Context: an optimization exercise on an open-source flow, tuned for small area, a short achievable clock period and few clock cycles. The choices shown serve that exercise and are no tape-out recipe. RTL that was checked went through simulation tests only; none was proved equivalent to the original. No activity file was given, so power comes from the tool's default toggle rates.

== v50 ==
## ssev_engine
module ssev_engine (
    input  wire         clk,
    input  wire         rst,
    input  wire         cmd_valid,
    output wire         cmd_ready,
    input  wire [31:0]  cmd_word,
    input  wire [15:0]  cmd_width,
    input  wire [15:0]  cmd_height,
    input  wire         px_valid,
    output wire         px_ready,
    input  wire [127:0] px_src,
    input  wire [127:0] px_ref,
    output wire         res_valid,
    input  wire         res_ready,
    output wire [63:0]  res_sse,
    output wire [31:0]  res_sum,
    output wire [31:0]  res_var,
    output wire         res_err,
    output wire [2:0]   res_code
);
    wire [3:0] c_op = cmd_word[3:0];
    wire [2:0] c_wc = cmd_word[6:4];
    wire [2:0] c_hc = cmd_word[10:8];
    reg        size_ok;
    always @(*) begin
        case (c_wc)
            3'd2:    size_ok = (c_hc <= 3'd4);                     
            3'd3:    size_ok = (c_hc >= 3'd1) && (c_hc <= 3'd4);   
            3'd4:    size_ok = (c_hc >= 3'd2) && (c_hc <= 3'd5);   
            3'd5:    size_ok = (c_hc >= 3'd4) && (c_hc <= 3'd5);   
            default: size_ok = 1'b0;
        endcase
    end
    reg  [1:0]  dec_code;       
    reg         dec_var;
    reg         dec_s64;
    always @(*) begin
        dec_code = 2'd0;
        dec_var  = 1'b0;
        dec_s64  = 1'b0;
        if (cmd_word[31:11] != 21'd0 || cmd_word[7]) begin
            dec_code = 2'd1;
        end else if (c_op == 4'd3) begin
            if (c_wc != 3'd0 || c_hc != 3'd0)
                dec_code = 2'd1;
            else if (cmd_width == 16'd0 || cmd_height == 16'd0)
                dec_code = 2'd3;
            else
                dec_s64 = 1'b1;
        end else if (c_op == 4'd1) begin
            if (!size_ok)
  ...
Settings: LEC_CHECK=0, CAP_MARGIN=20, CORE_MARGIN=2, CORE_UTILIZATION=40, SLEW_MARGIN=20, SYNTH_HIERARCHICAL=1, SYNTH_MINIMUM_KEEP_SIZE=0; clock period 28.0 ns.
standard.sh (not shown) runs the stock make flow with config.mk's settings and CLKGATE_MAP_FILE= SYNTH_SCRIPT=/design/flow/synth_recipe.tcl, a recipe that flattens the netlist after the stock synthesis.
==> flow/flow/run.sh <==
#!/bin/bash
set -e
export BUFFER_PORTS_ARGS="-buffer_cell sky130_fd_sc_hd__buf_1"
export SETUP_SLACK_MARGIN=21
bash standard.sh > standard.log 2>&1
Testbench counts of v50, summed over its fixed seeds: cycles 46,537.
--- input diff v50..v4 ---
Settings: CORE_UTILIZATION: 40 -> 55.
--- a/flow/flow/run.sh
+++ b/flow/flow/run.sh
@@ -4,0 +5 @@
+export CTS_ARGS="-sink_clustering_enable -repair_clock_nets -dont_use_dummy_load"
[summary]
Routed length on met3 ended up 650 µm higher on v4 than on v50.
Between v50 and v4, the flow reports count of clock-buffer cells in the layout decreasing by more than a quarter.
In v4 the clock power turned out about 22% lower than in v50.
Going from v50 to v4, first-pass GRT wire length shrank by a few percent.
Lower via count goes to v4 over v50.
Here is what was changed in the inputs of v56 compared with v4.
Settings: CORE_UTILIZATION: 55 -> 40.
==> flow/flow/run.sh <==
#!/bin/bash
set -e
export BUFFER_PORTS_ARGS="-buffer_cell sky130_fd_sc_hd__buf_1"
bash standard.sh > standard.log 2>&1
Notes after the runs:
[v56] number of setup buffers added after CTS fell 5 relative to v4. Side by side, first-pass iteration count of the detailed router turned out lower in v56 than in v4. Against v4, number of buffers created by CTS in v56 rose by a little under 10%. Number of global-route vias before repair up 845 in v56 wrt v4.

========
ssev_engine, a different RTL version from the one above (not shown whole).
Size in the first run: ~5100 cells after synthesis, ~520 flip-flops, about 0.053 mm^2 of cells after synthesis.
Settings: LEC_CHECK=0, CAP_MARGIN=20, CORE_MARGIN=2, CORE_UTILIZATION=55, SLEW_MARGIN=20, SYNTH_HIERARCHICAL=1, SYNTH_MINIMUM_KEEP_SIZE=0; clock period 28.0 ns.
==> flow/flow/run.sh <==
#!/bin/bash
set -e
export BUFFER_PORTS_ARGS="-buffer_cell sky130_fd_sc_hd__buf_1"
export SETUP_SLACK_MARGIN=22
export CTS_ARGS="-sink_clustering_enable -repair_clock_nets -dont_use_dummy_load"
bash standard.sh > standard.log 2>&1
Testbench counts at the start, summed over its fixed seeds: cycles 46,547.
Then changed:
==> flow/flow/run.sh (replaced) <==
#!/bin/bash
set -e
export BUFFER_PORTS_ARGS="-buffer_cell sky130_fd_sc_hd__buf_1"
export SETUP_SLACK_MARGIN=21
export CTS_ARGS="-sink_clustering_enable -repair_clock_nets -dont_use_dummy_load -sink_clustering_size 24 -sink_clustering_max_diameter 60"
bash standard.sh > standard.log 2>&1
The changed run went through all stages and came out clean.
Non-clock buffer count went down by 291.
Synthesized cell count does not change.
Wire length went down by 10%.
Sequential power stays flat.
Via count went down by 5.7%.
Synthesized area does not change.
First-iteration DRC count went down by 9.4%.
Power went down by 5.7%.
Final area went down by 12%.
Then changed:
==> flow/flow/run.sh (replaced) <==
#!/bin/bash
set -e
export BUFFER_PORTS_ARGS="-buffer_cell sky130_fd_sc_hd__buf_1"
export SETUP_SLACK_MARGIN=21
export CTS_ARGS="-sink_clustering_enable -repair_clock_nets -dont_use_dummy_load"
bash standard.sh > standard.log 2>&1
What happened: The changed run ran to the end with no violations. Cell area barely changes. Area after synthesis stays the same. Synthesized cell count is unchanged. Clock skew decreases by 3.4 ps. Register-to-register slack gets better by 50 ps. Maximum frequency increases by 0.37%. Clock power increases by 5.5%.

========
v32:
ssev_engine, a different RTL version from the one above (not shown whole).
For scale: about 4900 cells after synthesis, ~490 flip-flops, about 51000 um^2 of cells after synthesis.
==> flow/config.mk <==
export PLATFORM = sky130hd
export DESIGN_NAME = ssev_engine
export DESIGN_NICKNAME = ssev_engine
export VERILOG_FILES = /design/flow/design.v
export SDC_FILE = /design/flow/constraint.sdc
export NUM_CORES = 4
export LEC_CHECK = 0
export CAP_MARGIN = 20
export CORE_MARGIN = 2
export CORE_UTILIZATION = 65
export SLEW_MARGIN = 20
export SYNTH_HIERARCHICAL = 1
export SYNTH_MINIMUM_KEEP_SIZE = 0
==> flow/constraint.sdc <==
create_clock -name core_clock -period 28.0 [get_ports {clk}]
set_input_delay 5.6000 -clock core_clock [delete_from_list [all_inputs] [get_ports {clk}]]
set_output_delay 5.6000 -clock core_clock [all_outputs]
set_load 0.01 [all_outputs]
==> flow/flow/run.sh <==
#!/bin/bash
set -e
export BUFFER_PORTS_ARGS="-buffer_cell sky130_fd_sc_hd__buf_1"
export SETUP_SLACK_MARGIN=21
export CTS_ARGS="-sink_clustering_enable -repair_clock_nets -dont_use_dummy_load"
bash standard.sh > standard.log 2>&1
No stage failed in v32, and the final checks on the layout all came back clean.
Relative to v32, the following input files were edited for v7:
Settings: CORE_UTILIZATION now 55, was 65.
--- a/flow/flow/run.sh
+++ b/flow/flow/run.sh
@@ -5 +5 @@
-export CTS_ARGS="-sink_clustering_enable -repair_clock_nets -dont_use_dummy_load"
+export CTS_ARGS="-sink_clustering_enable -repair_clock_nets -dont_use_dummy_load -sink_clustering_size 28 -sink_clustering_max_diameter 75"
Per the comparison of v7 with v32, sum of met3 wire segment lengths after detailed routing lower, utilization lower, final critical-path required period roughly the same.
Of v32 and v7, the run reporting the higher post-placement cell area was v7.
From v32 to v7 the numbers moved as follows: effective utilization at floorplan down 10 points, detailed placement HPWL increased 5100 um, detailed-routed wire length on met2 went up about 3.2%.
No run of this note included a check of the RTL's function; only the layout flow was run.

========
== run X ==
Another version of the RTL of ssev_engine (not shown whole).
Size in the first run: ~4900 cells after synthesis, ~530 flip-flops, about 460 I/O pins.
==> flow/design.v (excerpt) <==
module ssev_engine (
    input  wire         clk,
    input  wire         rst,
    input  wire         cmd_valid,
    output wire         cmd_ready,
    input  wire [31:0]  cmd_word,
    input  wire [15:0]  cmd_width,
    input  wire [15:0]  cmd_height,
    input  wire         px_valid,
    output wire         px_ready,
    input  wire [127:0] px_src,
    input  wire [127:0] px_ref,
    output wire         res_valid,
    input  wire         res_ready,
    output wire [63:0]  res_sse,
    output wire [31:0]  res_sum,
    output wire [31:0]  res_var,
    output wire         res_err,
    output wire [2:0]   res_code
);
    reg  [3:0]  p_op;
    reg  [2:0]  p_wc;
    reg  [2:0]  p_hc;
    reg         p_bad;          
    reg         p_wz;           
    reg         p_hz;           
    reg        size_ok;
    always @(*) begin
        case (p_wc)
            3'd2:    size_ok = (p_hc <= 3'd4);                     
            3'd3:    size_ok = (p_hc >= 3'd1) && (p_hc <= 3'd4);   
            3'd4:    size_ok = (p_hc >= 3'd2) && (p_hc <= 3'd5);   
            3'd5:    size_ok = (p_hc >= 3'd4) && (p_hc <= 3'd5);   
            default: size_ok = 1'b0;
        endcase
    end
    reg  [1:0]  p_code;         
    reg         p_var;
    reg         p_s64;
    always @(*) begin
        p_code = 2'd0;
        p_var  = 1'b0;
        p_s64  = 1'b0;
        if (p_bad) begin
            p_code = 2'd1;
        end else if (p_op == 4'd3) begin
            if (p_wc != 3'd0 || p_hc != 3'd0)
                p_code = 2'd1;
            else if (p_wz || p_hz)
                p_code = 2'd3;
            else
                p_s64 = 1'b1;
        end else if (p_op == 4'd1) begin
            if (!size_ok)
                p_code = 2'd2;
            else
                p_var = 1'b1;
        end else if (p_op == 4'd2) begin
            if (p_wc != 3'd2 || p_hc != 3'd2)
                p_code = 2'd2;
        end else begin
            p_code = 2'd1;
        end
    end
    wire [3:0]  p_e = {1'b0, p_wc} + {1'b0, p_hc};
    reg         p_v;
    reg         cmd_rdy;        
    reg         p_done;         
  ...
clock: 28.0 ns
lec_check: 0
cap_margin: 20
core_margin: 2
core_utilization: 55
slew_margin: 20
synth_hierarchical: 1
synth_minimum_keep_size: 0
==> flow/flow/run.sh <==
#!/bin/bash
set -e
export BUFFER_PORTS_ARGS="-buffer_cell sky130_fd_sc_hd__buf_1"
export SETUP_SLACK_MARGIN=21
export CTS_ARGS="-sink_clustering_enable -repair_clock_nets -dont_use_dummy_load -sink_clustering_size 28 -sink_clustering_max_diameter 75"
bash standard.sh > standard.log 2>&1
Run X reached the end of the flow, and the finished layout is clean on the timing, design-rule and antenna checks.
Input-level comparison between run A and run X:
==> flow/flow/run.sh <==
#!/bin/bash
set -e
export BUFFER_PORTS_ARGS="-buffer_cell sky130_fd_sc_hd__buf_1"
export SETUP_SLACK_MARGIN=21.25
export CTS_ARGS="-sink_clustering_enable -repair_clock_nets -dont_use_dummy_load -sink_clustering_size 28 -sink_clustering_max_diameter 75"
bash standard.sh > standard.log 2>&1
Notes after the runs:
Run A ended with every stage complete and zero timing, DRC or antenna violations. According to the power report, total power for run A is higher than for run X. Capture point of the critical path = res_sse[12]: run A; capture point of the critical path = res_sse[11]: run X. Changes observed in run A relative to run X: count of placed standard cells in the final layout, fillers left out climbed 49, power drawn by the combinational cells roughly the same, number of gates given a new drive strength after cts went up. Delta (run A minus run X): worst reg2reg path depth lost 8, number of setup buffers added after CTS picked up an extra 40. Going from run X to run A, sum of routed wire length over all layers now sits higher, post-synthesis to final-layout area growth now sits higher.
Function was not checked in any run of this note: the RTL went through the layout flow alone.

========
Another version of the RTL of ssev_engine (not shown whole).
For scale: roughly 4900 cells after synthesis, about 51000 sq um of cells after synthesis.
export LEC_CHECK = 0
export CAP_MARGIN = 20
export CORE_MARGIN = 2
export CORE_UTILIZATION = 55
export SLEW_MARGIN = 20
export SYNTH_HIERARCHICAL = 1
export SYNTH_MINIMUM_KEEP_SIZE = 0
create_clock -name core_clock -period 28.0 [get_ports {clk}]
==> flow/flow/run.sh <==
#!/bin/bash
set -e
export BUFFER_PORTS_ARGS="-buffer_cell sky130_fd_sc_hd__buf_1"
export SETUP_SLACK_MARGIN=21
export CTS_ARGS="-sink_clustering_enable -repair_clock_nets -dont_use_dummy_load"
bash standard.sh > standard.log 2>&1
Testbench counts at the start, summed over its fixed seeds: cycles 46,547.
Rerun with:
==> flow/flow/run.sh (replaced) <==
#!/bin/bash
set -e
export BUFFER_PORTS_ARGS="-buffer_cell sky130_fd_sc_hd__buf_1"
export SETUP_SLACK_MARGIN=21
export CTS_ARGS="-sink_clustering_enable -repair_clock_nets -dont_use_dummy_load -buf_list sky130_fd_sc_hd__clkbuf_8"
bash standard.sh > standard.log 2>&1
After rerunning: The new run completed with no timing, DRC or antenna violations; worst setup slack got worse by 0.089 ns; critical path depth grows by 1; utilization grows by 0.29 points; power shrinks by a few percent; cell count grows slightly; clock skew grows by 0.035 ns; hold slack got worse by 0.0072 ns; wire length grows slightly; synthesized area stays the same; die area is unchanged; maximum frequency shrinks slightly.

========
Another version of the RTL of ssev_engine (not shown whole).
For scale: about 500 flip-flops, ~460 I/O pins, about 0.051 mm² of cells after synthesis.
## ssev_engine
module ssev_engine (
    input  wire         clk,
    input  wire         rst,
    input  wire         cmd_valid,
    output wire         cmd_ready,
    input  wire [31:0]  cmd_word,
    input  wire [15:0]  cmd_width,
    input  wire [15:0]  cmd_height,
    input  wire         px_valid,
    output wire         px_ready,
    input  wire [127:0] px_src,
    input  wire [127:0] px_ref,
    output wire         res_valid,
    input  wire         res_ready,
    output wire [63:0]  res_sse,
    output wire [31:0]  res_sum,
    output wire [31:0]  res_var,
    output wire         res_err,
    output wire [2:0]   res_code
);
export LEC_CHECK = 0
export CAP_MARGIN = 20
export CORE_MARGIN = 2
export CORE_UTILIZATION = 55
export SLEW_MARGIN = 20
export SYNTH_HIERARCHICAL = 1
export SYNTH_MINIMUM_KEEP_SIZE = 0
create_clock -name core_clock -period 28.0 [get_ports {clk}]
==> flow/flow/run.sh <==
#!/bin/bash
set -e
export BUFFER_PORTS_ARGS="-buffer_cell sky130_fd_sc_hd__buf_1"
export SETUP_SLACK_MARGIN=21
export CTS_ARGS="-sink_clustering_enable -repair_clock_nets -dont_use_dummy_load -sink_clustering_size 28 -sink_clustering_max_diameter 75"
bash standard.sh > standard.log 2>&1
Testbench counts at the start, summed over its fixed seeds: cycles 46,547.
Edit:
==> flow/flow/run.sh (replaced) <==
#!/bin/bash
set -e
export BUFFER_PORTS_ARGS="-buffer_cell sky130_fd_sc_hd__buf_1"
export SETUP_SLACK_MARGIN=21.3
export CTS_ARGS="-sink_clustering_enable -repair_clock_nets -dont_use_dummy_load -sink_clustering_size 28 -sink_clustering_max_diameter 75"
bash standard.sh > standard.log 2>&1
Result: The new run completed with no timing, DRC or antenna violations; critical path depth does not change; final area rose by 3.2%; sequential power barely changes.
Edit:
==> flow/flow/run.sh (replaced) <==
#!/bin/bash
set -e
export BUFFER_PORTS_ARGS="-buffer_cell sky130_fd_sc_hd__buf_1"
export SETUP_SLACK_MARGIN=21
export CTS_ARGS="-sink_clustering_enable -repair_clock_nets -dont_use_dummy_load -sink_clustering_size 28 -sink_clustering_max_diameter 75"
bash standard.sh > standard.log 2>&1
Outcome: Design area shrinks by 3.1%; setup slack is worse by 24 ps; count of clock-buffer cells in the layout grows by 2; synthesized cell count does not change; via count shrinks by 2.0%; register-to-register slack is worse by 200 ps; routed wire length shrinks by 2.6%; die area does not change.

port drivers added, routing unchanged:
In the flow no input, the clock included, has a driving cell. The finished layouts below were timed again as built, in two steps.
Step 1: set_driving_cell puts a clkbuf_16 on clk and a buf_2 on each other input, an assumption about the parent block.
Step 2 times the ports against the registers' clock, not the clock port: input delays grow and output delays shrink by t, the midpoint of the rising clock arrivals with the driver on.
Slacks: no drivers / after step 1 / after step 2; pairs: no drivers / after step 1.
| run | t (ns) | slack for setup (ns) | hold WS [ns] | slew at the worst register clock pin (ns) |
|---|---|---|---|---|
| v50 | 0.712 | 21.041 / 20.976 / 20.348 | 0.341 / 0.341 / 0.341 | 0.06 / 0.06 |
| v4 | 0.732 | 21.059 / 20.979 / 20.514 | 0.352 / 0.352 / 0.352 | 0.06 / 0.06 |
| v56 | 0.722 | 20.406 / 20.351 / 19.629 | 0.339 / 0.339 / 0.339 | 0.06 / 0.06 |
| the first run of note 2 | 0.716 | 21.044 / 20.972 / 20.717 | 0.413 / 0.413 / 0.413 | 0.06 / 0.06 |
| the second run of note 2 | 0.706 | 21.009 / 20.935 / 20.482 | 0.357 / 0.357 / 0.357 | 0.08 / 0.08 |
| the third run of note 2 | 0.700 | 21.034 / 20.959 / 20.462 | 0.369 / 0.369 / 0.369 | 0.06 / 0.06 |
| v32 | 0.665 | 21.049 / 20.977 / 20.782 | 0.415 / 0.415 / 0.415 | 0.07 / 0.07 |
| v7 | 0.681 | 21.051 / 20.974 / 20.700 | 0.406 / 0.406 / 0.406 | 0.10 / 0.10 |
| run X | 0.683 | 21.042 / 20.968 / 20.946 | 0.433 / 0.433 / 0.433 | 0.10 / 0.10 |
| run A | 0.681 | 21.042 / 20.967 / 20.946 | 0.435 / 0.435 / 0.435 | 0.10 / 0.10 |
| the first run of note 5 | 0.699 | 21.062 / 20.990 / 20.470 | 0.417 / 0.417 / 0.417 | 0.06 / 0.06 |
| the second run of note 5 | 0.766 | 20.973 / 20.901 / 20.486 | 0.410 / 0.410 / 0.410 | 0.06 / 0.06 |
| the first run of note 6 | 0.659 | 21.083 / 21.008 / 20.846 | 0.426 / 0.426 / 0.426 | 0.11 / 0.11 |
| the second run of note 6 | 0.649 | 21.107 / 21.035 / 20.960 | 0.428 / 0.428 / 0.428 | 0.10 / 0.10 |
| the third run of note 6 | 0.659 | 21.083 / 21.008 / 20.846 | 0.426 / 0.426 / 0.426 | 0.11 / 0.11 |
After both steps setup and hold are still met in every run listed. The setup slack of v56, which loses most, moves by -0.055 ns with the drivers and by -0.777 ns with both steps.
